What follows belongs to an exercise in optimizing a design on an open flow for small area, a short achievable clock period and few clock cycles; a production flow would make more cautious choices.
No functional check of the RTL was part of any run shown here.
Power figures rest on the tool's default switching activity, not on a simulated workload.

**flow/design.v**
```verilog
`timescale 1ns/1ps
module cc1_codec (
    input  wire        clk,
    input  wire        rst,           
    input  wire        cmd_valid,
    input  wire [31:0] cmd,
    output wire        ready,
    input  wire [7:0]  buf_we,
    input  wire [63:0] buf_wdata,
    input  wire [8:0]  arg_we,
    input  wire [71:0] arg_wdata,
    output wire [63:0] buf_q,
    output wire [71:0] arg_q,
    output wire [71:0] out_q,
    output wire [7:0]  res,
    output wire [7:0]  status
);
    localparam [7:0] TYPE_A = 8'h21, TYPE_P = 8'h3F, TYPE_R = 8'h2A;
    reg [7:0] buf_r [0:7];            
    reg [7:0] arg_r [0:8];
    reg [7:0] out0, out1, out2;       
    reg [5:0] out3;                   
    reg       out4, out5, out6;       
    reg [7:0] res_r;
    reg       ill_r;
    reg [7:0] a_hc1, a_hc2;
    reg [7:0] p_hc1, p_hc2;
    reg [6:0] p_rp1;                  
    reg [1:0] p_lc;
    reg [3:0] p_lt;
    reg [1:0] p_lf;
    reg [7:0] r_hc1, r_hc2;
    reg [5:0] r_rh1;                  
    reg [7:0] r_tp1, r_tr1;           
    reg [5:0] r_al;
    reg       r_s, r_w, r_sy;
    assign ready = 1'b1;
    genvar gi;
    generate
        for (gi = 0; gi < 8; gi = gi + 1) begin : g_bufq
            assign buf_q[8*gi +: 8] = buf_r[gi];
        end
        for (gi = 0; gi < 9; gi = gi + 1) begin : g_argq
            assign arg_q[8*gi +: 8] = arg_r[gi];
        end
    endgenerate
    assign out_q  = {8'd0, 8'd0, 7'd0, out6, 7'd0, out5, 7'd0, out4,
                     2'd0, out3, out2, out1, out0};
    assign res    = res_r;
    assign status = {7'd0, ill_r};
    wire       c_ill, c_crc, c_enc, c_enc_ck, c_decl8, c_getf_p, c_getf_r;
    wire [2:0] c_make, c_dec, c_valid, c_gethc, c_var;
    cc1_cmd_dec u_dec (
        .cmd_valid(cmd_valid), .cmd(cmd),
        .ill(c_ill), .crc(c_crc), .make(c_make), .enc(c_enc), .enc_ck(c_enc_ck),
        .dec(c_dec), .decl8(c_decl8), .valid(c_valid), .gethc(c_gethc),
        .getf_p(c_getf_p), .getf_r(c_getf_r), .var1h(c_var)
    );
    wire c_make_any  = |c_make;
    wire c_dec_any   = |c_dec;
    wire c_valid_any = |c_valid;
    wire c_gethc_any = |c_gethc;
    wire [6:0] mk_rp1;
    wire [1:0] mk_lc, mk_lf;
    wire [3:0] mk_lt;
    wire [5:0] mk_rh1, mk_al;
    wire [7:0] mk_tp1, mk_tr1;
    wire       mk_s, mk_w, mk_sy, mk_valid;
    cc1_make u_make (
        .a0(arg_r[0]), .a1(arg_r[1]), .a2(arg_r[2]), .a3(arg_r[3]), .a4(arg_r[4]),
        .a5(arg_r[5]), .a6(arg_r[6]), .a7(arg_r[7]), .a8(arg_r[8]),
        .rp1(mk_rp1), .lc(mk_lc), .lt(mk_lt), .lf(mk_lf), .rh1(mk_rh1),
        .tp1(mk_tp1), .tr1(mk_tr1), .al(mk_al), .s(mk_s), .w(mk_w), .sy(mk_sy),
        .valid(mk_valid)
    );
    wire [7:0] pe3 = {1'b0, p_rp1};
    wire [7:0] pe4 = {p_lf, p_lt, p_lc};
    wire [7:0] re3 = {r_w, r_s, r_rh1};
    wire [7:0] re4 = r_tp1;
    wire [7:0] re5 = r_tr1;
    wire [7:0] re6 = {r_sy, r_al, 1'b0};
    wire [7:0] enc_p [0:6];
    assign enc_p[0] = c_var[0] ? TYPE_A : c_var[1] ? TYPE_P : TYPE_R;
    assign enc_p[1] = c_var[0] ? a_hc1  : c_var[1] ? p_hc1  : r_hc1;
    assign enc_p[2] = c_var[0] ? a_hc2  : c_var[1] ? p_hc2  : r_hc2;
    assign enc_p[3] = c_var[0] ? 8'h01  : c_var[1] ? pe3    : re3;
    assign enc_p[4] = c_var[0] ? 8'h01  : c_var[1] ? pe4    : re4;
    assign enc_p[5] = c_var[2] ? re5 : 8'h01;
    assign enc_p[6] = c_var[2] ? re6 : 8'h01;
    wire [7:0] crcv_a, crcv_p, crcv_r;
    cc1_enc_crc u_ecrc (
        .a_hc1(a_hc1), .a_hc2(a_hc2), .p_hc1(p_hc1), .p_hc2(p_hc2), .pe3(pe3), .pe4(pe4),
        .r_hc1(r_hc1), .r_hc2(r_hc2), .re3(re3), .re4(re4), .re5(re5), .re6(re6),
        .crcv_a(crcv_a), .crcv_p(crcv_p), .crcv_r(crcv_r)
    );
    wire [7:0] enc_crc = c_var[0] ? crcv_a : c_var[1] ? crcv_p : crcv_r;
    wire [7:0] buf_crc;
    wire       fr_a, fr_p, fr_r;
    cc1_frame_chk u_chk (
        .b0(buf_r[0]), .b1(buf_r[1]), .b2(buf_r[2]), .b3(buf_r[3]),
        .b4(buf_r[4]), .b5(buf_r[5]), .b6(buf_r[6]), .b7(buf_r[7]),
        .crcv(buf_crc), .fr_a(fr_a), .fr_p(fr_p), .fr_r(fr_r)
    );
    wire buf0_nz = (buf_r[0] != 8'h00);
    wire dec_pass = c_decl8 && ((c_dec[0] && fr_a) || (c_dec[1] && fr_p) || (c_dec[2] && fr_r));
    wire ok_a = c_dec[0] && c_decl8 && fr_a && !rst;
    wire ok_p = c_dec[1] && c_decl8 && fr_p && !rst;
    wire ok_r = c_dec[2] && c_decl8 && fr_r && !rst;
    wire [15:0] a_hc_o = (rst || c_dec[0]) ? 16'hFFFF : c_make[0] ? {arg_r[1], arg_r[0]} : {a_hc2, a_hc1};
    wire [15:0] p_hc_o = (rst || c_dec[1]) ? 16'hFFFF : c_make[1] ? {arg_r[1], arg_r[0]} : {p_hc2, p_hc1};
    wire [15:0] r_hc_o = (rst || c_dec[2]) ? 16'hFFFF : c_make[2] ? {arg_r[1], arg_r[0]} : {r_hc2, r_hc1};
    wire [15:0] a_hc_d, p_hc_d, r_hc_d;
    cc1_mux #(16) u_ahc (.sel(ok_a), .a({buf_r[2], buf_r[1]}), .b(a_hc_o), .y(a_hc_d));
    cc1_mux #(16) u_phc (.sel(ok_p), .a({buf_r[2], buf_r[1]}), .b(p_hc_o), .y(p_hc_d));
    cc1_mux #(16) u_rhc (.sel(ok_r), .a({buf_r[2], buf_r[1]}), .b(r_hc_o), .y(r_hc_d));
    wire [14:0] p_f_q  = {p_rp1, p_lc, p_lt, p_lf};
    wire [14:0] p_f_o  = rst ? {7'd1, 2'd0, 4'd1, 2'd1}
                       : c_make[1] ? {mk_rp1, mk_lc, mk_lt, mk_lf} : p_f_q;
    wire [14:0] p_f_b  = {buf_r[3][6:0], buf_r[4][1:0], buf_r[4][5:2], buf_r[4][7:6]};
    wire [14:0] p_f_d;
    cc1_mux #(15) u_pf (.sel(ok_p), .a(p_f_b), .b(p_f_o), .y(p_f_d));
    wire [30:0] r_f_q  = {r_rh1, r_tp1, r_tr1, r_al, r_s, r_w, r_sy};
    wire [30:0] r_f_o  = rst ? {6'd1, 8'd1, 8'd1, 6'd1, 1'b0, 1'b0, 1'b0}
                       : c_make[2] ? {mk_rh1, mk_tp1, mk_tr1, mk_al, mk_s, mk_w, mk_sy} : r_f_q;
    wire [30:0] r_f_b  = {buf_r[3][5:0], buf_r[4], buf_r[5], buf_r[6][6:1],
                          buf_r[3][6], buf_r[3][7], buf_r[6][7]};
    wire [30:0] r_f_d;
    cc1_mux #(31) u_rf (.sel(ok_r), .a(r_f_b), .b(r_f_o), .y(r_f_d));
    always @(posedge clk) begin
        {a_hc2, a_hc1} <= a_hc_d;
        {p_hc2, p_hc1} <= p_hc_d;
        {r_hc2, r_hc1} <= r_hc_d;
        {p_rp1, p_lc, p_lt, p_lf} <= p_f_d;
        {r_rh1, r_tp1, r_tr1, r_al, r_s, r_w, r_sy} <= r_f_d;
    end
    wire [7:0] sel_hc1 = c_var[0] ? a_hc1 : c_var[1] ? p_hc1 : r_hc1;
    wire [7:0] sel_hc2 = c_var[0] ? a_hc2 : c_var[1] ? p_hc2 : r_hc2;
    wire       val_a = (a_hc1 != 8'hFF) && (a_hc2 != 8'hFF);
    wire       val_p = (p_hc1 != 8'hFF) && (p_hc2 != 8'hFF);
    wire       val_r = (r_hc1 != 8'hFF) && (r_hc2 != 8'hFF);
    wire       sel_valid = c_var[0] ? val_a : c_var[1] ? val_p : val_r;
    wire [7:0] res_n = ({8{c_crc && buf0_nz}} & buf_crc)
                     | {4'd0, c_enc_ck || dec_pass, c_getf_p || c_getf_r || (c_enc && !c_enc_ck),
                        c_gethc_any || c_getf_r || (c_enc && !c_enc_ck),
                        (c_make_any && mk_valid) || (c_valid_any && sel_valid) ||
                        c_getf_r || (c_enc && !c_enc_ck)};
    wire [6:0] p_rp = p_rp1 - 7'd1;
    wire [5:0] r_rh = r_rh1 - 6'd1;
    integer i;
    always @(posedge clk) begin
        if (rst) begin
            res_r <= 8'h00;
            ill_r <= 1'b0;
            for (i = 0; i < 9; i = i + 1)
                arg_r[i] <= 8'h00;
            out0 <= 8'h00; out1 <= 8'h00; out2 <= 8'h00; out3 <= 6'd0;
            out4 <= 1'b0;  out5 <= 1'b0;  out6 <= 1'b0;
        end else begin
            for (i = 0; i < 9; i = i + 1)
                if (arg_we[i]) arg_r[i] <= arg_wdata[8*i +: 8];
            if (cmd_valid) res_r <= res_n;
            if (c_ill) ill_r <= 1'b1;
            if (c_gethc_any) begin
                out0 <= sel_hc1;
                out1 <= sel_hc2;
            end
            if (c_getf_p) begin
                out0 <= {1'b0, p_rp};
                out1 <= {6'd0, p_lc};
                out2 <= {4'd0, p_lt};
                out3 <= {4'd0, p_lf};
            end
            if (c_getf_r) begin
                out0 <= {2'd0, r_rh};
                out1 <= r_tp1 - 8'd1;
                out2 <= r_tr1 - 8'd1;
                out3 <= r_al;
                out4 <= r_s;
                out5 <= r_w;
                out6 <= r_sy;
            end
        end
    end
    always @(posedge clk) begin
        if (!rst) begin
            for (i = 0; i < 7; i = i + 1)
                if (buf_we[i]) buf_r[i] <= buf_wdata[8*i +: 8];
                else if (c_enc) buf_r[i] <= enc_p[i];
            if (buf_we[7]) buf_r[7] <= buf_wdata[63:56];
            else if (c_enc_ck) buf_r[7] <= enc_crc;
        end
    end
endmodule
module cc1_cmd_dec (
    input  wire        cmd_valid,
    input  wire [31:0] cmd,
    output wire        ill,
    output wire        crc,
    output wire [2:0]  make,
    output wire        enc,
    output wire        enc_ck,
    output wire [2:0]  dec,
    output wire        decl8,
    output wire [2:0]  valid,
    output wire [2:0]  gethc,
    output wire        getf_p,
    output wire        getf_r,
    output wire [2:0]  var1h
);
    wire [7:0] op     = cmd[7:0];
    wire [7:0] len    = cmd[15:8];
    wire       ck     = cmd[16];
    wire       nb     = cmd[17];
    wire       hdr    = cmd_valid && (cmd[31:18] == 14'd0);
    wire       lo     = (op[3:2] == 2'd0);
    wire [2:0] v1h    = {lo && (op[1:0] == 2'd2), lo && (op[1:0] == 2'd1), lo && (op[1:0] == 2'd0)};
    wire       c1     = (op[7:4] == 4'h1);
    wire       c2     = (op[7:4] == 4'h2);
    wire       c3     = (op[7:4] == 4'h3);
    wire       c4     = (op[7:4] == 4'h4);
    wire       c5     = (op[7:4] == 4'h5);
    wire       c6     = (op[7:4] == 4'h6);
    wire       len7   = !nb && (len >= 8'd7);
    wire       len8   = !nb && (len >= 8'd8);
    assign var1h  = {!op[1] ? 1'b0 : !op[0], !op[1] && op[0], !op[1] && !op[0]};
    assign crc    = hdr && (op == 8'h01) && len7;
    assign make   = {3{hdr && c1}} & v1h;
    wire   enc_any = hdr && c2 && (v1h != 3'd0);
    assign enc    = enc_any && len7 && (!ck || len8);
    assign enc_ck = enc_any && ck && len8;
    assign dec    = {3{hdr && c3}} & v1h;
    assign decl8  = len8;
    assign valid  = {3{hdr && c4}} & v1h;
    assign gethc  = {3{hdr && c5}} & v1h;
    assign getf_p = hdr && c6 && v1h[1];
    assign getf_r = hdr && c6 && v1h[2];
    wire   legal  = (hdr && (op == 8'h01)) || (hdr && (c1 || c2 || c3 || c4 || c5) && (v1h != 3'd0))
                 || getf_p || getf_r;
    assign ill    = cmd_valid && !legal;
endmodule
module cc1_make (
    input  wire [7:0] a0, a1, a2, a3, a4, a5, a6, a7, a8,
    output wire [6:0] rp1,
    output wire [1:0] lc,
    output wire [3:0] lt,
    output wire [1:0] lf,
    output wire [5:0] rh1,
    output wire [7:0] tp1,
    output wire [7:0] tr1,
    output wire [5:0] al,
    output wire       s, w, sy, valid
);
    wire [6:0] inc2    = a2[6:0] + 7'd1;        
    wire       a5_zero = (a5 == 8'd0);
    assign rp1 = (a2 > 8'd100) ? 7'd101 : inc2;
    assign lc  = a3[1:0];
    assign lt  = (a4 < 8'd1) ? 4'd1 : (a4 > 8'd15) ? 4'd15 : a4[3:0];
    assign lf  = a5_zero ? 2'd1 : (a5 > 8'd3) ? 2'd3 : a5[1:0];
    assign rh1 = (a2 > 8'd50) ? 6'd51 : inc2[5:0];
    assign tp1 = (a3 > 8'd199) ? 8'd200 : a3 + 8'd1;
    assign tr1 = (a4 > 8'd199) ? 8'd200 : a4 + 8'd1;
    assign al  = a5_zero ? 6'd1 : (a5 > 8'd62) ? 6'd62 : a5[5:0];
    assign s   = (a6 != 8'd0);
    assign w   = (a7 != 8'd0);
    assign sy  = (a8 != 8'd0);
    assign valid = (a0 != 8'hFF) && (a1 != 8'hFF);
endmodule
module cc1_enc_crc (
    input  wire [7:0] a_hc1, a_hc2,
    input  wire [7:0] p_hc1, p_hc2, pe3, pe4,
    input  wire [7:0] r_hc1, r_hc2, re3, re4, re5, re6,
    output wire [7:0] crcv_a, crcv_p, crcv_r
);
    wire [6:0] crc_a, crc_p, crc_r;
    wire ca_t0 = a_hc1[7] ^ a_hc2[1];
    wire ca_t1 = a_hc1[3] ^ ca_t0;
    wire ca_t2 = a_hc2[0] ^ a_hc2[7];
    wire ca_t3 = a_hc2[3] ^ ca_t1;
    wire ca_t4 = a_hc2[2] ^ a_hc2[6];
    wire ca_t5 = a_hc1[7] ^ a_hc2[0];
    wire ca_t6 = a_hc1[6] ^ a_hc2[4];
    wire ca_t7 = a_hc1[4] ^ a_hc2[5];
    wire ca_t8 = a_hc1[2] ^ a_hc1[5];
    wire ca_t9 = a_hc1[0] ^ a_hc1[1];
    wire ca_t10 = ca_t7 ^ ca_t9;
    wire ca_u11 = a_hc1[3] ^ a_hc1[4];
    wire ca_u12 = ca_t4 ^ ca_t5;
    wire ca_u13 = ca_u11 ^ ca_u12;
    assign crc_a[0] = ca_u13;   
    wire ca_u14 = a_hc1[5] ^ ca_t2;
    wire ca_u15 = ca_t4 ^ ca_u14;
    wire ca_u16 = ca_t3 ^ ca_u15;
    assign crc_a[1] = ca_u16;   
    wire ca_u17 = a_hc1[0] ^ a_hc2[6];
    wire ca_u18 = ca_t2 ^ ca_t6;
    wire ca_u19 = ca_u17 ^ ca_u18;
    wire ca_u20 = ca_t3 ^ ca_u19;
    assign crc_a[2] = ca_u20;   
    wire ca_u21 = a_hc2[2] ^ a_hc2[4];
    wire ca_u22 = ca_t0 ^ ca_t2;
    wire ca_u23 = ca_u21 ^ ca_t10;
    wire ca_u24 = ca_u22 ^ ca_u23;
    assign crc_a[3] = ca_u24;   
    wire ca_u25 = ca_t8 ^ ca_t10;
    wire ca_u26 = ca_t3 ^ ca_u25;
    assign crc_a[4] = ~ca_u26;   
    wire ca_u27 = a_hc1[1] ^ ca_t5;
    wire ca_u28 = ca_t6 ^ ca_t8;
    wire ca_u29 = ca_u27 ^ ca_u28;
    assign crc_a[5] = ca_u29;   
    wire ca_u30 = a_hc1[2] ^ a_hc1[6];
    wire ca_u31 = a_hc2[5] ^ ca_u30;
    wire ca_u32 = ca_t1 ^ ca_u31;
    assign crc_a[6] = ~ca_u32;   
    wire cp_t0 = p_hc1[7] ^ pe4[7];
    wire cp_t1 = pe3[0] ^ pe3[1];
    wire cp_t2 = p_hc2[1] ^ pe3[2];
    wire cp_t3 = p_hc1[3] ^ pe4[2];
    wire cp_t4 = cp_t0 ^ p_hc2[0];
    wire cp_t5 = cp_t3 ^ pe4[3];
    wire cp_t6 = cp_t2 ^ pe3[7];
    wire cp_t7 = cp_t1 ^ p_hc2[4];
    wire cp_t8 = cp_t4 ^ p_hc2[7];
    wire cp_t9 = pe4[4] ^ pe4[6];
    wire cp_t10 = pe4[1] ^ pe4[5];
    wire cp_t11 = pe3[5] ^ pe4[0];
    wire cp_t12 = p_hc2[6] ^ pe3[6];
    wire cp_t13 = p_hc2[5] ^ pe3[4];
    wire cp_t14 = p_hc2[2] ^ pe3[3];
    wire cp_t15 = p_hc1[6] ^ p_hc1[7];
    wire cp_t16 = p_hc1[5] ^ p_hc2[3];
    wire cp_t17 = p_hc1[1] ^ p_hc1[4];
    wire cp_t18 = cp_t9 ^ p_hc1[0];
    wire cp_t19 = cp_t15 ^ p_hc1[2];
    wire cp_t20 = cp_t6 ^ cp_t7;
    wire cp_t21 = cp_t13 ^ cp_t5;
    wire cp_t22 = cp_t20 ^ cp_t8;
    wire cp_u23 = p_hc1[4] ^ p_hc2[6];
    wire cp_u24 = pe3[2] ^ pe4[4];
    wire cp_u25 = cp_t11 ^ cp_t14;
    wire cp_u26 = cp_u23 ^ cp_u24;
    wire cp_u27 = cp_t4 ^ cp_t5;
    wire cp_u28 = cp_u25 ^ cp_u26;
    wire cp_u29 = cp_u27 ^ cp_u28;
    assign crc_p[0] = ~cp_u29;   
    wire cp_u30 = p_hc2[2] ^ pe3[0];
    wire cp_u31 = pe3[4] ^ pe3[5];
    wire cp_u32 = cp_t10 ^ cp_t12;
    wire cp_u33 = cp_t16 ^ cp_t2;
    wire cp_u34 = cp_t3 ^ cp_u30;
    wire cp_u35 = cp_u31 ^ cp_u32;
    wire cp_u36 = cp_u33 ^ cp_u34;
    wire cp_u37 = cp_t8 ^ cp_u35;
    wire cp_u38 = cp_u36 ^ cp_u37;
    assign crc_p[1] = ~cp_u38;   
    wire cp_u39 = p_hc1[3] ^ p_hc1[6];
    wire cp_u40 = p_hc2[3] ^ cp_t12;
    wire cp_u41 = cp_u39 ^ cp_t18;
    wire cp_u42 = cp_u40 ^ cp_u41;
    wire cp_u43 = cp_t22 ^ cp_u42;
    assign crc_p[2] = cp_u43;   
    wire cp_u44 = p_hc1[0] ^ p_hc2[5];
    wire cp_u45 = pe4[5] ^ cp_t14;
    wire cp_u46 = cp_t17 ^ cp_u44;
    wire cp_u47 = cp_u45 ^ cp_u46;
    wire cp_u48 = cp_u47 ^ cp_t22;
    assign crc_p[3] = cp_u48;   
    wire cp_u49 = p_hc1[2] ^ p_hc2[1];
    wire cp_u50 = cp_t0 ^ cp_t1;
    wire cp_u51 = cp_t11 ^ cp_t16;
    wire cp_u52 = cp_t17 ^ cp_u49;
    wire cp_u53 = cp_t18 ^ cp_u50;
    wire cp_u54 = cp_u51 ^ cp_u52;
    wire cp_u55 = cp_t21 ^ cp_u53;
    wire cp_u56 = cp_u54 ^ cp_u55;
    assign crc_p[4] = ~cp_u56;   
    wire cp_u57 = p_hc1[1] ^ p_hc1[5];
    wire cp_u58 = p_hc2[0] ^ pe3[3];
    wire cp_u59 = pe3[6] ^ pe4[0];
    wire cp_u60 = pe4[2] ^ cp_t10;
    wire cp_u61 = cp_u57 ^ cp_u58;
    wire cp_u62 = cp_u59 ^ cp_t19;
    wire cp_u63 = cp_t7 ^ cp_u60;
    wire cp_u64 = cp_u61 ^ cp_u62;
    wire cp_u65 = cp_u63 ^ cp_u64;
    assign crc_p[5] = cp_u65;   
    wire cp_u66 = pe3[1] ^ pe4[1];
    wire cp_u67 = pe4[6] ^ cp_u66;
    wire cp_u68 = cp_t19 ^ cp_t6;
    wire cp_u69 = cp_u67 ^ cp_t21;
    wire cp_u70 = cp_u68 ^ cp_u69;
    assign crc_p[6] = ~cp_u70;   
    wire cr_t0 = r_hc1[7] ^ re6[5];
    wire cr_t1 = re6[1] ^ re6[2];
    wire cr_t2 = re6[0] ^ re6[4];
    wire cr_t3 = re5[3] ^ re5[6];
    wire cr_t4 = re4[7] ^ re5[5];
    wire cr_t5 = re4[2] ^ re5[2];
    wire cr_t6 = re3[0] ^ re3[1];
    wire cr_t7 = r_hc2[1] ^ re3[2];
    wire cr_t8 = cr_t0 ^ r_hc1[3];
    wire cr_t9 = r_hc2[0] ^ re6[6];
    wire cr_t10 = cr_t7 ^ re3[7];
    wire cr_t11 = cr_t6 ^ re5[0];
    wire cr_t12 = cr_t5 ^ re6[3];
    wire cr_t13 = cr_t4 ^ re4[4];
    wire cr_t14 = cr_t3 ^ re5[1];
    wire cr_t15 = cr_t2 ^ re4[0];
    wire cr_t16 = cr_t1 ^ re4[5];
    wire cr_t17 = cr_t8 ^ re5[4];
    wire cr_t18 = re4[3] ^ re5[7];
    wire cr_t19 = re3[6] ^ re4[1];
    wire cr_t20 = re3[5] ^ re6[7];
    wire cr_t21 = re3[4] ^ re4[6];
    wire cr_t22 = r_hc2[6] ^ r_hc2[7];
    wire cr_t23 = r_hc2[4] ^ re3[3];
    wire cr_t24 = r_hc1[7] ^ r_hc2[0];
    wire cr_t25 = r_hc1[5] ^ r_hc2[3];
    wire cr_t26 = r_hc1[4] ^ r_hc2[5];
    wire cr_t27 = r_hc1[2] ^ r_hc1[6];
    wire cr_t28 = r_hc1[0] ^ r_hc1[1];
    wire cr_t29 = cr_t9 ^ r_hc2[2];
    wire cr_t30 = cr_t26 ^ cr_t28;
    wire cr_t31 = cr_t20 ^ cr_t25;
    wire cr_t32 = cr_t19 ^ cr_t24;
    wire cr_t33 = cr_t16 ^ cr_t32;
    wire cr_t34 = cr_t14 ^ cr_t27;
    wire cr_t35 = cr_t13 ^ cr_t15;
    wire cr_t36 = cr_t12 ^ cr_t18;
    wire cr_t37 = cr_t17 ^ cr_t36;
    wire cr_u38 = r_hc1[4] ^ r_hc2[6];
    wire cr_u39 = re3[2] ^ re3[3];
    wire cr_u40 = re3[5] ^ re5[3];
    wire cr_u41 = re6[2] ^ cr_u38;
    wire cr_u42 = cr_u39 ^ cr_u40;
    wire cr_u43 = cr_t29 ^ cr_u41;
    wire cr_u44 = cr_u42 ^ cr_t35;
    wire cr_u45 = cr_u43 ^ cr_t37;
    wire cr_u46 = cr_u44 ^ cr_u45;
    assign crc_r[0] = ~cr_u46;   
    wire cr_u47 = r_hc1[3] ^ r_hc2[2];
    wire cr_u48 = re3[0] ^ re3[4];
    wire cr_u49 = re4[7] ^ re5[6];
    wire cr_u50 = re5[7] ^ re6[0];
    wire cr_u51 = cr_t22 ^ cr_t5;
    wire cr_u52 = cr_t7 ^ cr_u47;
    wire cr_u53 = cr_u48 ^ cr_u49;
    wire cr_u54 = cr_u50 ^ cr_t31;
    wire cr_u55 = cr_u51 ^ cr_u52;
    wire cr_u56 = cr_u53 ^ cr_t33;
    wire cr_u57 = cr_u54 ^ cr_u55;
    wire cr_u58 = cr_u56 ^ cr_u57;
    assign crc_r[1] = cr_u58;   
    wire cr_u59 = r_hc1[0] ^ r_hc1[6];
    wire cr_u60 = r_hc2[3] ^ r_hc2[4];
    wire cr_u61 = re3[6] ^ re4[6];
    wire cr_u62 = re5[2] ^ re6[1];
    wire cr_u63 = cr_t2 ^ cr_t22;
    wire cr_u64 = cr_t9 ^ cr_u59;
    wire cr_u65 = cr_u60 ^ cr_u61;
    wire cr_u66 = cr_u62 ^ cr_t10;
    wire cr_u67 = cr_t11 ^ cr_t13;
    wire cr_u68 = cr_u63 ^ cr_u64;
    wire cr_u69 = cr_u65 ^ cr_t17;
    wire cr_u70 = cr_u66 ^ cr_u67;
    wire cr_u71 = cr_u68 ^ cr_u69;
    wire cr_u72 = cr_u70 ^ cr_u71;
    assign crc_r[2] = ~cr_u72;   
    wire cr_u73 = r_hc2[7] ^ re6[7];
    wire cr_u74 = cr_t0 ^ cr_t23;
    wire cr_u75 = cr_t4 ^ cr_t6;
    wire cr_u76 = cr_u73 ^ cr_t10;
    wire cr_u77 = cr_t14 ^ cr_t16;
    wire cr_u78 = cr_t29 ^ cr_t30;
    wire cr_u79 = cr_u74 ^ cr_u75;
    wire cr_u80 = cr_u76 ^ cr_u77;
    wire cr_u81 = cr_u78 ^ cr_u79;
    wire cr_u82 = cr_u80 ^ cr_u81;
    assign crc_r[3] = ~cr_u82;   
    wire cr_u83 = r_hc1[2] ^ r_hc2[1];
    wire cr_u84 = re4[2] ^ re4[3];
    wire cr_u85 = cr_t21 ^ cr_t3;
    wire cr_u86 = cr_u83 ^ cr_u84;
    wire cr_u87 = cr_t11 ^ cr_t30;
    wire cr_u88 = cr_t31 ^ cr_t8;
    wire cr_u89 = cr_u85 ^ cr_u86;
    wire cr_u90 = cr_t35 ^ cr_u87;
    wire cr_u91 = cr_u88 ^ cr_u89;
    wire cr_u92 = cr_u90 ^ cr_u91;
    assign crc_r[4] = cr_u92;   
    wire cr_u93 = r_hc1[1] ^ r_hc1[5];
    wire cr_u94 = re5[5] ^ cr_t23;
    wire cr_u95 = cr_u93 ^ cr_t11;
    wire cr_u96 = cr_t12 ^ cr_t15;
    wire cr_u97 = cr_u94 ^ cr_t33;
    wire cr_u98 = cr_t34 ^ cr_u95;
    wire cr_u99 = cr_u96 ^ cr_u97;
    wire cr_u100 = cr_u98 ^ cr_u99;
    assign crc_r[5] = cr_u100;   
    wire cr_u101 = r_hc2[5] ^ re3[1];
    wire cr_u102 = re4[1] ^ re6[4];
    wire cr_u103 = cr_t1 ^ cr_t21;
    wire cr_u104 = cr_u101 ^ cr_u102;
    wire cr_u105 = cr_t10 ^ cr_u103;
    wire cr_u106 = cr_u104 ^ cr_t34;
    wire cr_u107 = cr_u105 ^ cr_t37;
    wire cr_u108 = cr_u106 ^ cr_u107;
    assign crc_r[6] = cr_u108;   
    assign crcv_a = (crc_a == 7'd0) ? 8'h80 : {1'b0, crc_a};
    assign crcv_p = (crc_p == 7'd0) ? 8'h80 : {1'b0, crc_p};
    assign crcv_r = (crc_r == 7'd0) ? 8'h80 : {1'b0, crc_r};
endmodule
module cc1_frame_chk (
    input  wire [7:0] b0, b1, b2, b3, b4, b5, b6, b7,
    output wire [7:0] crcv,
    output wire       fr_a, fr_p, fr_r
);
    localparam [7:0] TYPE_A = 8'h21, TYPE_P = 8'h3F, TYPE_R = 8'h2A;
    wire [7:0] cb0 = b0, cb1 = b1, cb2 = b2, cb3 = b3, cb4 = b4, cb5 = b5, cb6 = b6;
    wire [6:0] crc_b;
    wire cb_t0 = cb0[6] ^ cb1[7];
    wire cb_t1 = cb0[2] ^ cb1[3];
    wire cb_t2 = cb_t0 ^ cb_t1;
    wire cb_t3 = cb6[4] ^ cb6[5];
    wire cb_t4 = cb6[1] ^ cb6[2];
    wire cb_t5 = cb5[5] ^ cb6[0];
    wire cb_t6 = cb5[3] ^ cb5[6];
    wire cb_t7 = cb4[2] ^ cb5[2];
    wire cb_t8 = cb3[2] ^ cb4[7];
    wire cb_t9 = cb3[0] ^ cb3[1];
    wire cb_t10 = cb2[0] ^ cb_t8;
    wire cb_t11 = cb_t2 ^ cb_t3;
    wire cb_t12 = cb2[1] ^ cb6[7];
    wire cb_t13 = cb0[5] ^ cb1[6];
    wire cb_t14 = cb0[4] ^ cb1[5];
    wire cb_t15 = cb0[3] ^ cb1[4];
    wire cb_t16 = cb0[1] ^ cb1[2];
    wire cb_t17 = cb0[0] ^ cb1[1];
    wire cb_t18 = cb_t6 ^ cb_t9;
    wire cb_t19 = cb_t4 ^ cb_t7;
    wire cb_t20 = cb5[0] ^ cb_t5;
    wire cb_t21 = cb_t17 ^ cb_t18;
    wire cb_t22 = cb6[6] ^ cb_t10;
    wire cb_t23 = cb4[1] ^ cb_t19;
    wire cb_t24 = cb5[4] ^ cb_t11;
    wire cb_t25 = cb5[7] ^ cb6[3];
    wire cb_t26 = cb4[5] ^ cb5[1];
    wire cb_t27 = cb4[4] ^ cb4[6];
    wire cb_t28 = cb4[0] ^ cb4[3];
    wire cb_t29 = cb3[4] ^ cb3[5];
    wire cb_t30 = cb2[7] ^ cb3[7];
    wire cb_t31 = cb2[6] ^ cb3[6];
    wire cb_t32 = cb2[4] ^ cb3[3];
    wire cb_t33 = cb1[0] ^ cb2[5];
    wire cb_t34 = cb_t26 ^ cb_t32;
    wire cb_t35 = cb_t15 ^ cb_t33;
    wire cb_t36 = cb_t14 ^ cb_t29;
    wire cb_t37 = cb_t13 ^ cb_t16;
    wire cb_t38 = cb2[3] ^ cb_t31;
    wire cb_t39 = cb2[2] ^ cb_t12;
    wire cb_t40 = cb_t20 ^ cb_t27;
    wire cb_t41 = cb_t0 ^ cb_t34;
    wire cb_t42 = cb_t23 ^ cb_t37;
    wire cb_t43 = cb_t22 ^ cb_t30;
    wire cb_t44 = cb_t21 ^ cb_t41;
    wire cb_t45 = cb_t24 ^ cb_t25;
    wire cb_u46 = cb2[2] ^ cb2[6];
    wire cb_u47 = cb3[3] ^ cb3[5];
    wire cb_u48 = cb4[4] ^ cb5[3];
    wire cb_u49 = cb6[2] ^ cb_t15;
    wire cb_u50 = cb_t28 ^ cb_t5;
    wire cb_u51 = cb_t7 ^ cb_u46;
    wire cb_u52 = cb_u47 ^ cb_u48;
    wire cb_u53 = cb_u49 ^ cb_u50;
    wire cb_u54 = cb_u51 ^ cb_u52;
    wire cb_u55 = cb_t22 ^ cb_u53;
    wire cb_u56 = cb_u54 ^ cb_u55;
    wire cb_u57 = cb_t45 ^ cb_u56;
    assign crc_b[0] = cb_u57;   
    wire cb_u58 = cb2[7] ^ cb3[0];
    wire cb_u59 = cb4[5] ^ cb5[6];
    wire cb_u60 = cb5[7] ^ cb6[0];
    wire cb_u61 = cb_u58 ^ cb_u59;
    wire cb_u62 = cb_u60 ^ cb_t10;
    wire cb_u63 = cb_t2 ^ cb_t36;
    wire cb_u64 = cb_t38 ^ cb_t39;
    wire cb_u65 = cb_u61 ^ cb_t23;
    wire cb_u66 = cb_u62 ^ cb_u63;
    wire cb_u67 = cb_u64 ^ cb_u65;
    wire cb_u68 = cb_u66 ^ cb_u67;
    assign crc_b[1] = cb_u68;   
    wire cb_u69 = cb1[0] ^ cb2[1];
    wire cb_u70 = cb2[4] ^ cb5[2];
    wire cb_u71 = cb6[1] ^ cb_t13;
    wire cb_u72 = cb_t9 ^ cb_u69;
    wire cb_u73 = cb_u70 ^ cb_t38;
    wire cb_u74 = cb_u71 ^ cb_u72;
    wire cb_u75 = cb_t40 ^ cb_u73;
    wire cb_u76 = cb_u74 ^ cb_t24;
    wire cb_u77 = cb_t43 ^ cb_u75;
    wire cb_u78 = cb_u76 ^ cb_u77;
    assign crc_b[2] = cb_u78;   
    wire cb_u79 = cb5[5] ^ cb6[5];
    wire cb_u80 = cb_t4 ^ cb_u79;
    wire cb_u81 = cb_t35 ^ cb_t39;
    wire cb_u82 = cb_u80 ^ cb_u81;
    wire cb_u83 = cb_t43 ^ cb_t44;
    wire cb_u84 = cb_u82 ^ cb_u83;
    assign crc_b[3] = cb_u84;   
    wire cb_u85 = cb2[3] ^ cb4[2];
    wire cb_u86 = cb4[7] ^ cb_t12;
    wire cb_u87 = cb_t16 ^ cb_t28;
    wire cb_u88 = cb_u85 ^ cb_t35;
    wire cb_u89 = cb_t36 ^ cb_u86;
    wire cb_u90 = cb_u87 ^ cb_t11;
    wire cb_u91 = cb_t21 ^ cb_t40;
    wire cb_u92 = cb_u88 ^ cb_u89;
    wire cb_u93 = cb_u90 ^ cb_u91;
    wire cb_u94 = cb_u92 ^ cb_u93;
    assign crc_b[4] = cb_u94;   
    wire cb_u95 = cb2[0] ^ cb3[6];
    wire cb_u96 = cb4[0] ^ cb6[3];
    wire cb_u97 = cb6[4] ^ cb_t14;
    wire cb_u98 = cb_u95 ^ cb_u96;
    wire cb_u99 = cb_t20 ^ cb_u97;
    wire cb_u100 = cb_u98 ^ cb_u99;
    wire cb_u101 = cb_t42 ^ cb_t44;
    wire cb_u102 = cb_u100 ^ cb_u101;
    assign crc_b[5] = cb_u102;   
    wire cb_u103 = cb2[1] ^ cb2[5];
    wire cb_u104 = cb3[1] ^ cb3[2];
    wire cb_u105 = cb3[4] ^ cb3[7];
    wire cb_u106 = cb4[3] ^ cb4[6];
    wire cb_u107 = cb5[1] ^ cb_t6;
    wire cb_u108 = cb_u103 ^ cb_u104;
    wire cb_u109 = cb_u105 ^ cb_u106;
    wire cb_u110 = cb_u107 ^ cb_u108;
    wire cb_u111 = cb_u109 ^ cb_u110;
    wire cb_u112 = cb_t42 ^ cb_u111;
    wire cb_u113 = cb_t45 ^ cb_u112;
    assign crc_b[6] = cb_u113;   
    assign crcv = (crc_b == 7'd0) ? 8'h80 : {1'b0, crc_b};
    wire b7_form = b7[7] ? (b7[6:0] == 7'd0) : (b7[6:0] != 7'd0);
    wire crc_ok  = b7_form && ((crc_b ^ b7[6:0]) == 7'd0);
    wire [5:0] rhs = b3[5:0];
    wire [5:0] al  = b6[6:1];
    wire chk_a = (b0 == TYPE_A) && (b3 == 8'h01);
    wire chk_p = (b0 == TYPE_P)
              && (b3 != 8'h00) && (b3 <= 8'd101)
              && (b4[7:6] != 2'd0) && (b4[5:2] != 4'd0)
              && (b5 == 8'h01);
    wire chk_r = (b0 == TYPE_R)
              && (rhs != 6'd0) && (rhs <= 6'd51)
              && (b4 != 8'h00) && (b4 <= 8'd200)
              && (b5 != 8'h00) && (b5 <= 8'd200)
              && (al != 6'd0) && (al != 6'h3F);
    assign fr_a = chk_a && crc_ok;
    assign fr_p = chk_p && crc_ok;
    assign fr_r = chk_r && crc_ok;
endmodule
module cc1_mux #(parameter W = 8) (
    input  wire         sel,
    input  wire [W-1:0] a,
    input  wire [W-1:0] b,
    output wire [W-1:0] y
);
    assign y = sel ? a : b;
endmodule
```
**flow/flow/run.sh**
```bash
#!/bin/bash
# ORFS layout via the standard.sh, in stages:
#  - port buffers from sky130_fd_sc_hd__buf_1 instead of the default cell;
#  - synthesis, floorplan and placement with the default setup margin;
set -euo pipefail
export BUFFER_PORTS_ARGS="-buffer_cell sky130_fd_sc_hd__buf_1"
bash standard.sh synth > make_synth.log 2>&1
bash standard.sh floorplan > make_floorplan.log 2>&1
bash standard.sh place > make_place.log 2>&1
export SETUP_SLACK_MARGIN=$(cat flow/margin.txt)
bash standard.sh > make_finish.log 2>&1
```
**flow/flow/margin.txt**
```
6.5
```
**flow/standard.sh**
```bash
#!/bin/bash
# synth_recipe.tcl (not shown) runs the flow's synth.tcl, then flattens the netlist and writes it again
# the make line also repeats each setting of config.mk as NAME=value (left out here)
make -C /OpenROAD-flow-scripts/flow DESIGN_CONFIG=/design/flow/config.mk WORK_HOME=/design/flow/orfs CLKGATE_MAP_FILE= SYNTH_SCRIPT=/design/flow/synth_recipe.tcl "${@:-finish}"
```
**flow/config.mk**
```make
export PLATFORM = sky130hd
export DESIGN_NAME = cc1_codec
export DESIGN_NICKNAME = cc1_codec
export VERILOG_FILES = /design/flow/design.v
export SDC_FILE = /design/flow/constraint.sdc
export NUM_CORES = 4
export LEC_CHECK = 0
export CAP_MARGIN = 20
export CORE_MARGIN = 2
export CORE_UTILIZATION = 40
export PLACE_DENSITY = 0.6
export SLEW_MARGIN = 20
export SYNTH_HIERARCHICAL = 1
export SYNTH_MINIMUM_KEEP_SIZE = 0
export TNS_END_PERCENT = 0
```
**flow/constraint.sdc**
```tcl
create_clock -name core_clock -period 10.0 [get_ports {clk}]
set_input_delay 2.0000 -clock core_clock [delete_from_list [all_inputs] [get_ports {clk}]]
set_output_delay 2.0000 -clock core_clock [all_outputs]
set_load 0.01 [all_outputs]
```
==> run notes, run 1 <==
Die:
- The number of cell rows is 77.
- The overall die area is 47000 um2.
- The die is 217 um wide.
- The area of the placeable core is 44400 um2.
- The height of the die is 217 um.
- The count of pins on the block boundary is 413.
- The initial standard-cell utilization of the core is 40.8%.

Placed design:
- The port buffer count is 365.
- Summing all placed instances gives a cell area of 19700 um2.
- Detailed placement ended at an HPWL of 49.0 mm.
- The final estimated routing congestion in global placement is 0.960.
- In this run, placement finished with an instance count of 2723.
- The post-placement setup slack is 4.79 ns.

Setup path:
- The required time of the worst setup path is 10.42 ns.
- The signal on the critical path passes through xnor2_2 > xnor3_2 > xnor2_4 > xor3_2 > xnor2_1 > nand4_1 > buf_4 > nor4_2 > nand2_1 > nor2_4 > clkbuf_16 > mux2_4.
- STA puts the critical path data arrival time at 4.35 ns.
- The slowest cell on the critical path is sky130_fd_sc_hd__edfxtp_1.
- The critical path in this run is classified as flip-flop to flip-flop.
- The kind of cell adding the most delay to the critical path is XOR/XNOR gates.
- For flop-to-flop paths, the worst setup slack is 6.08 ns.
- The maximum single-stage delay on the critical path is 0.54 ns.
- Together, buffers and inverters on the worst path number 2.
- The worst-path maximum fanout is 15.
- The startpoint kind of the worst setup timing path is a flip-flop.
- The worst setup path is captured at a flip-flop.

Power and ir drop:
- The worst-case vdd ir drop is 0.127 mV.
- Overall power consumption after layout is estimated at 3.27 mW.
- For this design the static power due to leakage is 8.41 nW.
- Power spread over the standard cell area amounts to 150 nW/um2.

Clock tree:
- TritonCTS built the clock tree.
- For this design, the CTS-stage hold fixing added 0 buffers.
- The maximum clock path buffer count is 3.
- Counting the buffers created by CTS gives 34.
- The clock-pin transition on the worst setup and hold timing paths is 0.06 ns.
- The number of H-tree levels is 2.
- The source-to-sink clock delay at the later pin of the worst-skew pair is 0.55 ns.
- The root buffer cell chosen for the clock tree is sky130_fd_sc_hd__clkbuf_16.
- The clock sink count is 272.

STA:
- Of the available clock period, the critical path in the final layout requires 39.2%.
- The count of final setup violators is 0.
- The smallest clock period supported by the final layout is computed as 3.92 ns.
- The worst path setup slack after routing is 6.08 ns.
- The relative max-transition margin is 44.1%.
- The transition time at the pin with the least slew margin is 0.838 ns.
- Setup repair after global routing could not meet its margin everywhere.
- Across the routed clock network, the largest skew measured is 0.0272 ns.
- The final count of hold timing violations is 0.
- On the final layout, the worst hold slack is 0.470 ns.
- The maximum operating frequency is 255 MHz.
- The total negative setup slack is 0 ns.
- The final count of pins violating max slew is 0.

Synthesis:
- The predominant post-synthesis flop cell is sky130_fd_sc_hd__dfxtp_1.
- The number of unique standard cell types used by synthesis is 81.
- The flip-flop and latch count after synthesis is 272.
- Summing every instance area after synthesis gives 18100 um2.
- The number of standard cells after synthesis is 1849.
- In this run, synthesis inferred 64 flip-flops with an integrated enable.
- The post-synthesis sequential area ratio is 33.6%.
- A synthesized cell averages 9.80 um2.
- Of all flip-flops after synthesis, the portion carrying an async set or reset was 0%.
- The warning count from the yosys run is 11.

Routing:
- The DRC marker count from the first detailed-route iteration is 1344.
- After detailed routing, the average wire length per cell comes to 24.1 um.
- The number of nets with antenna violations after routing is 0.
- The routed design has 69.1 mm of wire.
- The first-pass detailed-route iteration total is 5.
- The final routed DRC violation total is 0.
- The detail-routed via count per cell is 5.45.
- The via count is 15600.

Global route:
- The total routing resource utilization after global routing is 28.5%.
- The pin count of the biggest net entering global routing is 68.
- The number of antenna violations at the first check in global routing is 1.
- The remaining global-route overflow is 0.
- The via count of the first global-routing pass is 15100.
- The wire length of the first global-routing pass is 98.9 mm.

Worst hold path:
- In this run the worst hold path is classified as flip-flop to flip-flop.

Status:
- The flow ran to the end and the layout has no timing, DRC or antenna violations.

Final layout:
- The share of cells above drive strength 1 is 14.8%.
- The layout overhead on the synthesized area is 20.7%.
- The most common library cell in the layout ignoring fill and taps is sky130_fd_sc_hd__buf_1.
- The library cells used most frequently in the layout, excluding fill and tap cells, are sky130_fd_sc_hd__buf_1, sky130_fd_sc_hd__nor2_1, sky130_fd_sc_hd__dfxtp_1, sky130_fd_sc_hd__mux2i_1, sky130_fd_sc_hd__xnor2_1.
- The final layout net count is 2447.
- Measured on the finished design, the core utilization comes to 49.2%.
- The final cell area excluding filler cells is 21900 um2.
- After the flow finishes, the layout carries non-filler instances totaling 2861.

Job:
- The count of maximum capacitance violations is 0.
==> cells in the mapped netlist (25+ instances only) <==
library cell                 n  share of area, %
sky130_fd_sc_hd__xnor2_1   181               8.8
sky130_fd_sc_hd__nor2_1    230               4.8
sky130_fd_sc_hd__mux2_4     40               3.3
sky130_fd_sc_hd__buf_4      58               2.4
sky130_fd_sc_hd__nand3_1    25              0.69
sky130_fd_sc_hd__edfxtp_1   64                11
sky130_fd_sc_hd__o21ai_0    63               1.7
sky130_fd_sc_hd__inv_1      35              0.73
sky130_fd_sc_hd__clkbuf_1   38              0.79
sky130_fd_sc_hd__xnor3_1    44               5.5
sky130_fd_sc_hd__dfxtp_1   208                23
sky130_fd_sc_hd__nor3_1     31              0.86
sky130_fd_sc_hd__a21oi_1    48               1.3
sky130_fd_sc_hd__mux2i_1   204                11
sky130_fd_sc_hd__xor2_1     64               3.1
sky130_fd_sc_hd__nand2_1   162               3.4
sky130_fd_sc_hd__mux2_2     67               4.2
==> per-module statistics from Yosys (local to each module, per instance), excerpt <==
module,flip-flops and latches,cells
cc1_make,0,120
cc1_codec,272,1214
cc1_frame_chk,0,162
cc1_enc_crc,0,188
cc1_cmd_dec,0,60
==> state kept, by name, summed over array words and instances, names as in the netlist, 2 cells and up <==
name,count
arg_r,72
buf_r,64
a_hc1,8
a_hc2,8
out0,8
out1,8
out2,8
p_hc1,8
p_hc2,8
r_hc1,8
r_hc2,8
r_tp1,8
r_tr1,8
res_r,8
p_rp1,7
out3,6
r_al,6
r_rh1,6
p_lt,4
p_lc,2
p_lf,2
==> report_power, final <==
part	internal, mW	total [mW]	switching (mW)
logic	0.372	0.738	0.366
clock network	0.793	1.31	0.514
registers	1.16	1.23	0.0626
total	2.33	3.27	0.942
==> per-layer routing <==
layer	track usage [%]	wire, um
met1	36.1	27300
met3	6.55	6760
met4	14.7	3730
met2	45.6	31300
met5	0	0
==> timing repair <==
item,4_1_cts,5_1_grt
setup endpoints to repair,210,205
buffers inserted,67,2
pin swaps,19,1
resized for setup,65,2
cloned,5,1
==> final timing paths <==
check / startpoint / end / depth (start not counted)
worst min-delay path: ill_r$_SDFFE_PP0P_ / ill_r$_SDFFE_PP0P_ / 2
worst min register to register: ill_r$_SDFFE_PP0P_ / ill_r$_SDFFE_PP0P_ / 2
worst max-delay path: buf_r[6][5]$_DFFE_PP_ / p_rp1[0]$_DFF_P_ / 12
worst max register to register: buf_r[6][5]$_DFFE_PP_ / p_rp1[0]$_DFF_P_ / 12
==> cell families (layout without fill, tap and decap cells) <==
logic type | after synthesis | count (layout) | synth area share, %
multiplexers | 311 | 311 | 18.8
flip-flops | 272 | 272 | 33.6
XOR/XNOR | 304 | 304 | 19.0
adder cells (fa/ha/maj) | 17 | 17 | 1.17
AND/OR/NAND/NOR | 572 | 572 | 14.7
buffers and inverters | 182 | 553 | 5.86
other | 2 | 51 | 0.0415
AO/OA/AOI/OAI | 189 | 189 | 6.90
==> cell type report <==
| class | instances | area [um2] |
|---|---|---|
| tap | 592 | 741 |
| timing repair buffer | 455 | 2310 |
| antenna | 1 | 2.50 |
| inverter | 36 | 136 |
| fill | 4218 | 22500 |
| clock buffer | 47 | 1010 |
| sequential | 272 | 6090 |
| clock inverter | 15 | 171 |
| multi-input combinational | 1443 | 11400 |
==> worst reg2reg max path, stage by stage, from the launching register on <==
cell and delay, ns:
sky130_fd_sc_hd__edfxtp_1 0.54, sky130_fd_sc_hd__xnor2_2 0.23, sky130_fd_sc_hd__xnor3_2 0.53, sky130_fd_sc_hd__xnor2_4 0.22
sky130_fd_sc_hd__xor3_2 0.50, sky130_fd_sc_hd__xnor2_1 0.15, sky130_fd_sc_hd__nand4_1 0.10, sky130_fd_sc_hd__buf_4 0.17
sky130_fd_sc_hd__nor4_2 0.38, sky130_fd_sc_hd__nand2_1 0.18, sky130_fd_sc_hd__nor2_4 0.21, sky130_fd_sc_hd__clkbuf_16 0.27
sky130_fd_sc_hd__mux2_4 0.32
==> run 2: changes to the inputs <==
--- a/flow/design.v
+++ b/flow/design.v
@@ -104,40 +104,14 @@
     wire buf0_nz = (buf_r[0] != 8'h00);
     wire dec_pass = c_decl8 && ((c_dec[0] && fr_a) || (c_dec[1] && fr_p) || (c_dec[2] && fr_r));
-    wire ok_a = c_dec[0] && c_decl8 && fr_a && !rst;
-    wire ok_p = c_dec[1] && c_decl8 && fr_p && !rst;
-    wire ok_r = c_dec[2] && c_decl8 && fr_r && !rst;
-    wire [15:0] a_hc_o = (rst || c_dec[0]) ? 16'hFFFF : c_make[0] ? {arg_r[1], arg_r[0]} : {a_hc2, a_hc1};
-    wire [15:0] p_hc_o = (rst || c_dec[1]) ? 16'hFFFF : c_make[1] ? {arg_r[1], arg_r[0]} : {p_hc2, p_hc1};
-    wire [15:0] r_hc_o = (rst || c_dec[2]) ? 16'hFFFF : c_make[2] ? {arg_r[1], arg_r[0]} : {r_hc2, r_hc1};
-    wire [15:0] a_hc_d, p_hc_d, r_hc_d;
-    cc1_mux #(16) u_ahc (.sel(ok_a), .a({buf_r[2], buf_r[1]}), .b(a_hc_o), .y(a_hc_d));
-    cc1_mux #(16) u_phc (.sel(ok_p), .a({buf_r[2], buf_r[1]}), .b(p_hc_o), .y(p_hc_d));
-    cc1_mux #(16) u_rhc (.sel(ok_r), .a({buf_r[2], buf_r[1]}), .b(r_hc_o), .y(r_hc_d));
-    wire [14:0] p_f_q  = {p_rp1, p_lc, p_lt, p_lf};
-    wire [14:0] p_f_o  = rst ? {7'd1, 2'd0, 4'd1, 2'd1}
-                       : c_make[1] ? {mk_rp1, mk_lc, mk_lt, mk_lf} : p_f_q;
-    wire [14:0] p_f_b  = {buf_r[3][6:0], buf_r[4][1:0], buf_r[4][5:2], buf_r[4][7:6]};
-    wire [14:0] p_f_d;
-    cc1_mux #(15) u_pf (.sel(ok_p), .a(p_f_b), .b(p_f_o), .y(p_f_d));
-    wire [30:0] r_f_q  = {r_rh1, r_tp1, r_tr1, r_al, r_s, r_w, r_sy};
-    wire [30:0] r_f_o  = rst ? {6'd1, 8'd1, 8'd1, 6'd1, 1'b0, 1'b0, 1'b0}
-                       : c_make[2] ? {mk_rh1, mk_tp1, mk_tr1, mk_al, mk_s, mk_w, mk_sy} : r_f_q;
-    wire [30:0] r_f_b  = {buf_r[3][5:0], buf_r[4], buf_r[5], buf_r[6][6:1],
-                          buf_r[3][6], buf_r[3][7], buf_r[6][7]};
-    wire [30:0] r_f_d;
-    cc1_mux #(31) u_rf (.sel(ok_r), .a(r_f_b), .b(r_f_o), .y(r_f_d));
-    always @(posedge clk) begin
-        {a_hc2, a_hc1} <= a_hc_d;
-        {p_hc2, p_hc1} <= p_hc_d;
-        {r_hc2, r_hc1} <= r_hc_d;
-        {p_rp1, p_lc, p_lt, p_lf} <= p_f_d;
-        {r_rh1, r_tp1, r_tr1, r_al, r_s, r_w, r_sy} <= r_f_d;
-    end
+    wire hc_a  = c_make[0] || c_dec[0];
+    wire hc_p  = c_make[1] || c_dec[1];
+    wire hc_r  = c_make[2] || c_dec[2];
+    wire wr_p  = c_make[1] || (c_dec[1] && c_decl8 && fr_p);
+    wire wr_r  = c_make[2] || (c_dec[2] && c_decl8 && fr_r);
+    wire [7:0] hc1_n = c_make_any ? arg_r[0] : dec_pass ? buf_r[1] : 8'hFF;
+    wire [7:0] hc2_n = c_make_any ? arg_r[1] : dec_pass ? buf_r[2] : 8'hFF;
     wire [7:0] sel_hc1 = c_var[0] ? a_hc1 : c_var[1] ? p_hc1 : r_hc1;
     wire [7:0] sel_hc2 = c_var[0] ? a_hc2 : c_var[1] ? p_hc2 : r_hc2;
-    wire       val_a = (a_hc1 != 8'hFF) && (a_hc2 != 8'hFF);
-    wire       val_p = (p_hc1 != 8'hFF) && (p_hc2 != 8'hFF);
-    wire       val_r = (r_hc1 != 8'hFF) && (r_hc2 != 8'hFF);
-    wire       sel_valid = c_var[0] ? val_a : c_var[1] ? val_p : val_r;
+    wire       sel_valid = (sel_hc1 != 8'hFF) && (sel_hc2 != 8'hFF);
     wire [7:0] res_n = ({8{c_crc && buf0_nz}} & buf_crc)
                      | {4'd0, c_enc_ck || dec_pass, c_getf_p || c_getf_r || (c_enc && !c_enc_ck),
@@ -145,6 +119,5 @@
                         (c_make_any && mk_valid) || (c_valid_any && sel_valid) ||
                         c_getf_r || (c_enc && !c_enc_ck)};
-    wire [6:0] p_rp = p_rp1 - 7'd1;
-    wire [5:0] r_rh = r_rh1 - 6'd1;
+    wire [6:0] rpv1 = c_getf_p ? p_rp1 : {1'b0, r_rh1};
     integer i;
     always @(posedge clk) begin
@@ -156,4 +129,10 @@
             out0 <= 8'h00; out1 <= 8'h00; out2 <= 8'h00; out3 <= 6'd0;
             out4 <= 1'b0;  out5 <= 1'b0;  out6 <= 1'b0;
+            a_hc1 <= 8'hFF; a_hc2 <= 8'hFF;
+            p_hc1 <= 8'hFF; p_hc2 <= 8'hFF;
+            p_rp1 <= 7'd1;  p_lc  <= 2'd0; p_lt <= 4'd1; p_lf <= 2'd1;
+            r_hc1 <= 8'hFF; r_hc2 <= 8'hFF;
+            r_rh1 <= 6'd1;  r_tp1 <= 8'd1; r_tr1 <= 8'd1; r_al <= 6'd1;
+            r_s   <= 1'b0;  r_w   <= 1'b0; r_sy <= 1'b0;
         end else begin
             for (i = 0; i < 9; i = i + 1)
@@ -161,10 +140,29 @@
             if (cmd_valid) res_r <= res_n;
             if (c_ill) ill_r <= 1'b1;
+            if (hc_a) begin a_hc1 <= hc1_n; a_hc2 <= hc2_n; end
+            if (hc_p) begin p_hc1 <= hc1_n; p_hc2 <= hc2_n; end
+            if (hc_r) begin r_hc1 <= hc1_n; r_hc2 <= hc2_n; end
+            if (wr_p) begin
+                p_rp1 <= c_make[1] ? mk_rp1 : buf_r[3][6:0];
+                p_lc  <= c_make[1] ? mk_lc  : buf_r[4][1:0];
+                p_lt  <= c_make[1] ? mk_lt  : buf_r[4][5:2];
+                p_lf  <= c_make[1] ? mk_lf  : buf_r[4][7:6];
+            end
+            if (wr_r) begin
+                r_rh1 <= c_make[2] ? mk_rh1 : buf_r[3][5:0];
+                r_tp1 <= c_make[2] ? mk_tp1 : buf_r[4];
+                r_tr1 <= c_make[2] ? mk_tr1 : buf_r[5];
+                r_al  <= c_make[2] ? mk_al  : buf_r[6][6:1];
+                r_s   <= c_make[2] ? mk_s   : buf_r[3][6];
+                r_w   <= c_make[2] ? mk_w   : buf_r[3][7];
+                r_sy  <= c_make[2] ? mk_sy  : buf_r[6][7];
+            end
             if (c_gethc_any) begin
                 out0 <= sel_hc1;
                 out1 <= sel_hc2;
             end
+            if (c_getf_p || c_getf_r)
+                out0 <= {1'b0, rpv1 - 7'd1};
             if (c_getf_p) begin
-                out0 <= {1'b0, p_rp};
                 out1 <= {6'd0, p_lc};
                 out2 <= {4'd0, p_lt};
@@ -172,5 +170,4 @@
             end
             if (c_getf_r) begin
-                out0 <= {2'd0, r_rh};
                 out1 <= r_tp1 - 8'd1;
                 out2 <= r_tr1 - 8'd1;
@@ -659,10 +656,2 @@
     assign fr_r = chk_r && crc_ok;
 endmodule
-module cc1_mux #(parameter W = 8) (
-    input  wire         sel,
-    input  wire [W-1:0] a,
-    input  wire [W-1:0] b,
-    output wire [W-1:0] y
-);
-    assign y = sel ? a : b;
-endmodule
==> run 2 against run 1 <==
Effect of this change: still clean on timing, DRC and antenna; clock skew rose by 0.0079 ns; sequential share of layout area rose by 0.97 points; sequential cell count did not move; first-iteration DRC count rose by 9.6%; register-to-register slack got worse by 0.05 ns; critical path depth rose by 1; critical path type unchanged; critical endpoint is now a_hc1[6]$_SDFFE_PP1P_; largest cell class unchanged.
==> run notes, run 2 <==
Status:
- The flow ran to the end and the layout has no timing, DRC or antenna violations.

Global route:
- Entering global routing, the biggest net connects 167 pins.
- The number of antenna violations at the first check in global routing is 2.
- Global routing consumed, over all layers together, 28.7% of the routing resources.
- The wire length of the first global-routing pass is 95.5 mm.
- The remaining global-route overflow is 0.
- The via count of the first global-routing pass was 14700.

Power and ir drop:
- Per report_power, the sequential group accounts for 39.7% of the total.
- Combinational cells account for 23.2% of the total power.
- The internal power of the cells totals 2.18 mW.
- IR analysis of the VDD net gives a maximum drop of 0.168 mV.
- The switching power as a share of total power is 29.3%.
- In this run the static leakage power is 8.53 nW.
- Per report_power, the clock group accounts for 37.0% of the total.
- For this design the total switching power over the nets is 902 uW.
- Power spread over the standard cell area amounts to 146 nW/um2.

Clock tree:
- Buffers inserted to repair hold after CTS numbered 0.
- The clock-pin transition on the worst setup and hold timing paths is 0.06 ns.
- In this run the number of H-tree levels came out at 1.
- For the worst-skew pair, the clock arrives at the later sink with an insertion delay of 0.60 ns.
- Counting the buffers created by CTS gives 31.
- TritonCTS built the clock tree.
- Clock tree synthesis found a total of 272 sinks.
- In this run the deepest clock path goes through 3 buffers.
- The cell sitting at the root of the clock tree is a sky130_fd_sc_hd__clkbuf_16.

Synthesis:
- sky130_fd_sc_hd__dfxtp_1 takes more of the synthesized area than any other cell.
- The combinational family with the most area after synthesis is XOR/XNOR gates.
- By count the netlist is led by sky130_fd_sc_hd__nor2_1, sky130_fd_sc_hd__dfxtp_1, sky130_fd_sc_hd__xnor2_1.
- The post-synthesis sequential area ratio is 35.1%.
- sky130_fd_sc_hd__nor2_1 is the most common cell in the netlist.
- The post-synthesis xor/xnor area fraction is 19.7%.
- The most used flip-flop cell after synthesis is sky130_fd_sc_hd__dfxtp_1.
- Ranked by total cell area, the synthesized netlist is headed by sky130_fd_sc_hd__dfxtp_1, sky130_fd_sc_hd__edfxtp_1, sky130_fd_sc_hd__mux2i_1, sky130_fd_sc_hd__xnor2_1, sky130_fd_sc_hd__nor2_1.
- In this run the cell area of the synthesized design comes to 17300 um2.
- The post-synthesis share of cell area spent on and, or, nand and nor gates is 16.4%.
- The proportion of netlist area held by the largest area contributor is 24.0%.
- Summing the areas of all compound-gate instances in the mapped netlist gives 11.0% of the synthesized area.
- The flip-flop and latch count after synthesis is 272.
- The number of unique standard cell types used by synthesis is 78.
- After synthesis, the share of flip-flops with an asynchronous set or reset is 0%.
- The mean cell area of the mapped netlist is 9.30 um2.
- The warning count from the yosys run is 11.
- Multiplexer cells account for 11.0% of the synthesized area.
- The arithmetic-cell share of the synthesized area counting full adders, half adders and majority gates is 1.15%.
- Synthesis produced 1863 cells.
- Counting flops with a built-in enable in the synthesized netlist gives 64.

STA:
- The final count of hold timing violations is 0.
- The setup skew after layout is 0.0351 ns.
- Setup repair after global routing could not meet its margin everywhere.
- Setup violations remaining at the end of the flow were counted as 0.
- The final count of pins violating max slew is 0.
- At the pin with the least slew margin, the transition time is 0.873 ns.
- The ratio of final minimum period to clock period is 39.7%.
- The maximum operating frequency is 252 MHz.
- The routed design could run at a clock period as short as 3.97 ns.
- The relative max-transition margin is 41.8%.
- The total negative setup slack is 0 ns.

Job:
- The count of maximum capacitance violations is 0.

Routing:
- The number of nets with antenna violations after routing is 0.
- The detail-routed net length per standard cell is 23.2 um.
- The detail-routed via count per cell is 5.46.
- The final routed DRC violation total is 0.
- For this block, the initial DRC count from the detailed router was 1473.
- The sum of routed wire length over all layers is 66.3 mm.
- Before antenna repair, the detailed router went through 5 iterations.
- The routed layout has 15600 vias.

Placed design:
- The detailed-placement wirelength estimate is 48.2 mm.
- The count of buffers added on input and output ports is 365.
- The final estimated routing congestion in global placement is 0.970.
- The placed cell count is 2722.
- Once placement finished, the instance area stood at 19000 um2.

Die:
- The floorplan die width is 212 um.
- The number of cell rows is 76.
- The height of the die is 212 um.
- The overall die area is 45000 um2.
- The floorplan step defined a core boundary enclosing 42900 um2.
- The initial standard-cell utilization of the core is 40.4%.
- For this design the top-level I/O count stands at 413.

Final layout:
- Cells with a size suffix above 1 make up 10.8% of the layout.
- Leaving out fill and tap cells, the most frequent cell in the layout is sky130_fd_sc_hd__buf_1.
- 0 antenna diodes ended up in the layout.
- The top cell types in the final layout, fill and taps aside, are sky130_fd_sc_hd__buf_1, sky130_fd_sc_hd__nor2_1, sky130_fd_sc_hd__dfxtp_1, sky130_fd_sc_hd__xnor2_1, sky130_fd_sc_hd__mux2i_1.
- The final core utilization is 49.3%.
- After the flow finishes, the layout carries non-filler instances totaling 2855.
- The register with the most flip-flops in the layout has 72 of them.
- The layout overhead on the synthesized area is 21.9%.
- Summing all non-filler instances in the final layout gives an area of 21100 um2.
- After filler insertion, the fill cell instance count of the layout stands at 4206.
- The largest registers in the layout are arg_r (72), buf_r (64).
- More flip-flops sit in one register than any other, and that register is arg_r.
- The final layout contains 2449 nets.

Setup path:
- The most critical setup path has its startpoint at buf_r[4][1]$_DFFE_PP_.
- Along the worst path, the maximum fanout reaches 8.
- The most critical setup path has its endpoint at a_hc1[6]$_SDFFE_PP1P_.
- Across all register-to-register paths, the minimum setup slack is 6.03 ns.
- The required time of the worst setup path is 10.49 ns.
- In this run the critical register-to-register path is captured at a_hc1[6]$_SDFFE_PP1P_.
- In this run the critical register-to-register path is launched from buf_r[4][1]$_DFFE_PP_.
- By startpoint and endpoint, the worst setup path is classified as flip-flop to flip-flop.
- The worst setup path is launched from a flip-flop.
- The data arrival time of the critical path is 4.46 ns.
- Measured in cells, the most critical reg-to-reg path has a length of 13.
- The capturing element type of the critical path is a flip-flop.

Worst hold path:
- The class of the worst hold path is flip-flop to flip-flop.
==> run 2: Yosys stat by module, one instance, submodules excluded <==
module,cells,area (um2),copies in the design,flops+latches
cc1_codec,1331,12500,1,272
cc1_cmd_dec,60,345,1,0
cc1_make,122,786,1,0
cc1_enc_crc,188,1950,1,0
cc1_frame_chk,162,1720,1,0
==> run 2: timing repair <==
action / CTS / global route
endpoints found under the setup margin: 218 / 205
buffers inserted: 59 / 9
resized for setup: 69 / 22
pin swaps: 19 / 29
cloned: 7 / 0
==> run 2: cell families after synthesis <==
logic type,after synthesis
compound gates,289
xor+xnor,302
fa+ha+maj,16
buf+inv,186
flops,272
mux,187
other cells,2
simple gates,609
==> run 2: area by class of cell <==
class / instances / area, um2 / share of cell area, %
inverter: 32 / 124 / 0.586
tap: 585 / 732 / 3.46
clock inverter: 15 / 131 / 0.622
multi-input combinational: 1455 / 10900 / 51.7
clock buffer: 43 / 871 / 4.12
sequential: 272 / 6090 / 28.8
timing repair buffer: 453 / 2250 / 10.7
==> run 2: layer usage <==
metal  up-vias  part of all wire [%]  track usage, %
met4         2                   4.0            10.1
li1       7166                     -               -
met2       734                    44            45.2
met5         -                 0.012               0
met1      7564                    43            39.1
met3       117                   9.0            5.66
==> run 2: per-stage QoR <==
stage	setup slack [ns]	power (mW)	hold WS [ns]
CTS	6.16	3.06	0.473
global route	5.92	3.17	0.495
finish	6.03	3.08	0.466
detailed placement	3.70	1.84	0.465
global placement	3.76	1.83	0.463
floorplan	5.16	1.67	0.442
==> run 2: worst min path at each step <==
| stage | start | end | depth (start not counted) |
|---|---|---|---|
| floorplan | ill_r$_SDFFE_PP0P_ | ill_r$_SDFFE_PP0P_ | 2 |
| global placement | out1[0]$_SDFFE_PP0P_ | out1[0]$_SDFFE_PP0P_ | 2 |
| detailed placement | out1[1]$_SDFFE_PP0P_ | out1[1]$_SDFFE_PP0P_ | 2 |
| CTS | out1[1]$_SDFFE_PP0P_ | out1[1]$_SDFFE_PP0P_ | 2 |
| global route | out1[1]$_SDFFE_PP0P_ | out1[1]$_SDFFE_PP0P_ | 2 |
| finish | out1[1]$_SDFFE_PP0P_ | out1[1]$_SDFFE_PP0P_ | 2 |
==> run 2: power groups by stage <==
| stage | Sequential (mW) | Combinational [mW] | Clock (mW) |
|---|---|---|---|
| 2_1_floorplan | 1.24 | 0.434 | 0 |
| 3_3_place_gp | 1.26 | 0.574 | 0 |
| 3_5_place_dp | 1.26 | 0.580 | 0 |
| 4_1_cts | 1.22 | 0.686 | 1.15 |
| 5_1_grt | 1.23 | 0.758 | 1.19 |
| 6_report | 1.22 | 0.716 | 1.14 |
==> run 2: critical path, stage by stage, from the launching register on <==
cell and delay (ns):
sky130_fd_sc_hd__edfxtp_1 0.62, sky130_fd_sc_hd__xnor2_2 0.28, sky130_fd_sc_hd__xnor3_1 0.47, sky130_fd_sc_hd__xnor3_1 0.44, sky130_fd_sc_hd__xor2_2 0.24, sky130_fd_sc_hd__xnor2_1 0.15, sky130_fd_sc_hd__nand4_1 0.20, sky130_fd_sc_hd__nor4_2 0.35
sky130_fd_sc_hd__nand3_2 0.15, sky130_fd_sc_hd__buf_12 0.20, sky130_fd_sc_hd__and3_4 0.28, sky130_fd_sc_hd__o22ai_4 0.18, sky130_fd_sc_hd__nor2_1 0.06, sky130_fd_sc_hd__a211o_1 0.27

## port drivers added, routing unchanged
In the flow no input, the clock included, has a driving cell. The finished layouts below were timed again as built, in two steps.
Step 1: set_driving_cell puts a clkbuf_16 on clk and a buf_2 on each other input, an assumption about the parent block.
Step 2 moves the port delays by t, midway between the first and last clock arrival at a register: inputs arrive t later, outputs are due t later. That takes back most of the time a late clock gives input paths.
a / b / c = no drivers / after step 1 / after step 2; a / b = the first two.
| run | shift t [ns] | setup slack, ns | worst register clock-pin slew, ns |
|---|---|---|---|
| run 1 | 0.597 | 6.077 / 6.077 / 5.527 | 0.06 / 0.06 |
| run 2 | 0.641 | 6.031 / 6.031 / 5.454 | 0.07 / 0.07 |
After both steps every run listed still meets setup and hold. For run 2, which loses most, drivers alone change the setup slack by 0.000 ns; drivers and shift together by -0.577 ns.
